From an optimization exercise on the open Yosys and OpenROAD flow, aimed at small area, a short achievable clock period and few clock cycles per item; shortcuts taken in it are not production practice. In this exercise RTL edits were held to simulation tests only and were not proved equivalent to the original.

== run a ==
Design blade_biquad, start of the top module:
module blade_biquad (
    input  wire        clk,
    input  wire        rst,
    input  wire        cmd_valid,
    output wire        cmd_ready,
    input  wire        cmd_clear,
    input  wire [31:0] cmd_x0,
    input  wire [31:0] cmd_x1,
    input  wire [31:0] cmd_b0,
    input  wire [31:0] cmd_b1,
    input  wire [31:0] cmd_b2,
    input  wire [31:0] cmd_a1,
    input  wire [31:0] cmd_a2,
    output reg         rsp_valid,
    output reg  [31:0] rsp_y0,
    output reg  [31:0] rsp_y1
);
==> flow/config.mk <==
export PLATFORM = sky130hd
export DESIGN_NAME = blade_biquad
export DESIGN_NICKNAME = blade_biquad
export VERILOG_FILES = /design/flow/design.v
export SDC_FILE = /design/flow/constraint.sdc
export NUM_CORES = 4
export LEC_CHECK = 0
export ABC_AREA = 1
export CAP_MARGIN = 20
export CORE_MARGIN = 2
export CORE_UTILIZATION = 40
export PLACE_DENSITY = 0.6
export SLEW_MARGIN = 20
==> flow/constraint.sdc <==
create_clock -name core_clock -period 24.0 [get_ports {clk}]
set_input_delay 4.8000 -clock core_clock [delete_from_list [all_inputs] [get_ports {clk}]]
set_output_delay 4.8000 -clock core_clock [all_outputs]
set_load 0.01 [all_outputs]
standard.sh (not shown) runs the stock make flow with config.mk's settings and CLKGATE_MAP_FILE= SYNTH_SCRIPT=/design/flow/synth_recipe.tcl, a recipe that flattens the netlist after the stock synthesis.
==> flow/flow/run.sh <==
#!/bin/bash
# Layout flow: the standard ORFS flow (standard.sh, unchanged synthesis,
# floorplan, placement, CTS and routing at the design's clock and
# constraints), with a larger setup-slack margin for OpenROAD's repair_timing
# so that the resizer also shortens paths that already meet the 24 ns clock.
# standard.sh's full output goes to standard.log in this folder; the ORFS
# logs of each step stay under orfs/logs.
set -eo pipefail
export SETUP_SLACK_MARGIN=16.5
bash standard.sh > standard.log 2>&1
test -s out/final.def
Testbench counts of run a, summed over its fixed seeds: cycles 28,840, items 4,800.
Input changes introduced in run b (baseline for comparison: run a):
diff --git a/flow/design.v b/flow/design.v
--- a/flow/design.v
+++ b/flow/design.v
@@ -1355,34 +1355,26 @@
     output reg         rsp_valid,
     output reg  [31:0] rsp_y0,
     output reg  [31:0] rsp_y1
 );
     reg [12:1] f;
     reg [22:1] g;
     reg        clr_ok;
-    reg [4:0] fc;
-    reg       cv;
-    always @(posedge clk) begin
-        fc[0] <= cmd_b1[30:0] == 31'd0;
-        fc[1] <= cmd_b2[15:0] == cmd_b0[15:0];
-        fc[2] <= cmd_b2[31:16] == {~cmd_b0[31], cmd_b0[30:16]};
-        fc[3] <= cmd_x0[30:23] != 8'hFF;
-        fc[4] <= cmd_x1[30:23] != 8'hFF;
-        cv    <= !rst && cmd_valid && !cmd_clear && !cmd_ready;
-    end
-    wire fast_cond = &fc;
+    wire fast_cond = (cmd_b1[30:0] == 31'd0) &&
+                     (cmd_b2 == {~cmd_b0[31], cmd_b0[30:0]}) &&
+                     (cmd_x0[30:23] != 8'hFF) && (cmd_x1[30:23] != 8'hFF);
     wire fast_busy = |f;
     wire gbusy     = |g;
     wire fast_slot = !(|f[5:1]) && !f[7] && !f[8] && !gbusy;
-    wire start_f   = cv && fast_cond && fast_slot;
-    wire start_g   = cv && !fast_cond && !fast_busy && !gbusy;
+    wire start_f   = cmd_valid && !cmd_clear && fast_cond && fast_slot;
+    wire start_g   = cmd_valid && !cmd_clear && !fast_cond && !fast_busy && !gbusy;
     assign cmd_ready = f[3] || g[12] || clr_ok;
     wire clear_acc = clr_ok;
-    wire [11:0] fN = {f[11:1], start_f};
-    wire [21:0] gN = {g[21:1], start_g};
+    wire [11:0] fN = rst ? 12'd0 : {f[11:1], start_f};
+    wire [21:0] gN = rst ? 22'd0 : {g[21:1], start_g};
     localparam [2:0] D_NONE = 3'd0, D_S1_0 = 3'd3, D_S1_1 = 3'd4, D_S2_0 = 3'd5,
                      D_S2_1 = 3'd6;
     localparam [2:0] A_S1_0 = 3'd3, A_S1_1 = 3'd4, A_S2_0 = 3'd5, A_S2_1 = 3'd6,
                      A_TB0 = 3'd1, A_TB1 = 3'd2;
     reg ld_x1, ld_b1, ld_b2, ld_y, hold_a, ld_a1, ld_a2, ld_r;  
     reg [2:0] a_src;                                
     reg b_tn, b_tz_0, a_sub;                        
@@ -1412,16 +1404,15 @@
         lat_z  <= fN[2];
         lat_zb <= fN[8];
         tb0_pm <= fN[2] || gN[3] || gN[14];
         tb1_pm <= fN[5] || gN[4] || gN[13];
         tb_neg <= fN[2] || fN[5];
         ld_r0  <= fN[4] || gN[4];
         ld_r1  <= fN[7] || gN[14];
-        a_dst  <= rst                ? D_NONE :
-                  (fN[6] || gN[10])  ? D_S1_0 :
+        a_dst  <= (fN[6] || gN[10])  ? D_S1_0 :
                   (fN[7] || gN[9])   ? D_S2_0 :
                   (fN[9] || gN[20])  ? D_S1_1 :
                   (fN[10] || gN[19]) ? D_S2_1 : D_NONE;
     end
     reg [31:0] areg, breg;           
     reg        areg_h, breg_h;       
     reg [31:0] a1r, a2r;             
@@ -1530,16 +1521,16 @@
             zB1 <= zA1;
         if (tb0_pm)
             tb0 <= {pm[31] ^ tb_neg, pm[30:0]};
         if (tb1_pm)
             tb1 <= {pm[31] ^ tb_neg, pm[30:0]};
         if (ld_r0) rsp_y0 <= areg;
         if (ld_r1) rsp_y1 <= areg;
-        f <= rst ? 12'd0 : fN;
-        g <= rst ? 22'd0 : gN;
+        f <= fN[11:0];
+        g <= gN[21:0];
         if (rst) begin
             clr_ok    <= 1'b0;
             rsp_valid <= 1'b0;
             ar_dst    <= D_NONE;
             sv        <= 4'd0;
         end else begin
             ar_dst <= a_dst;
In the metrics for run b and run a, the one carrying the lower initial detailed-routing violation count is run b. Run a has higher placed standard-cell area than run b. Between run b and run a, the final critical-path share of the clock period figures differ only marginally. Between run b and run a, the fraction of synthesized area in multiplexers figures differ only marginally. Run b — clock period minus final worst setup slack 0.014 ns higher, run a as reference. Summary of run b over run a: first-pass GRT wire length rose by 0.70%, worst slew margin relative to its limit climbed 5.7 points. Going from run a to run b, global-route met2 utilization grew by 0.96 points; transition time of the tightest slew-check pin shrank by 0.075 ns; via count of the first global-routing pass shrank by 477. Any difference in maximum operating frequency between run b and run a is small enough to ignore.
Testbench counts of run b, summed over its fixed seeds: cycles 28,832, items 4,800.

==> afterwards: timing with drivers on the ports <==
No port has a modelled driver above. Below, the same layouts with a new extraction and two added sets of constraints.
Step 1 (the two cells are an assumption about what drives the block):
set clk [get_ports {clk}]
set_driving_cell -lib_cell sky130_fd_sc_hd__clkbuf_16 $clk
set_driving_cell -lib_cell sky130_fd_sc_hd__buf_2 [delete_from_list [all_inputs] $clk]
Step 2 also shifts input and output timing later by t, the mid clock arrival at the registers, as if the neighbouring blocks saw the same clock.
Three values: ideal ports, drivers, drivers and shift; two values: the first two.
| run | shift t [ns] | slack for setup (ns) | clock arrival spread, ns | worst data-port slew with drivers (ns) |
|---|---|---|---|---|
| run a | 0.775 | 17.215 / 17.215 / 17.215 | 0.053 / 0.052 | 0.14 |
| run b | 0.789 | 17.201 / 17.201 / 16.805 | 0.081 / 0.081 | 0.10 |
After both steps every run listed still meets setup and hold. The setup slack of run b, which loses most, moves by 0.000 ns with the drivers and by -0.396 ns with both steps.
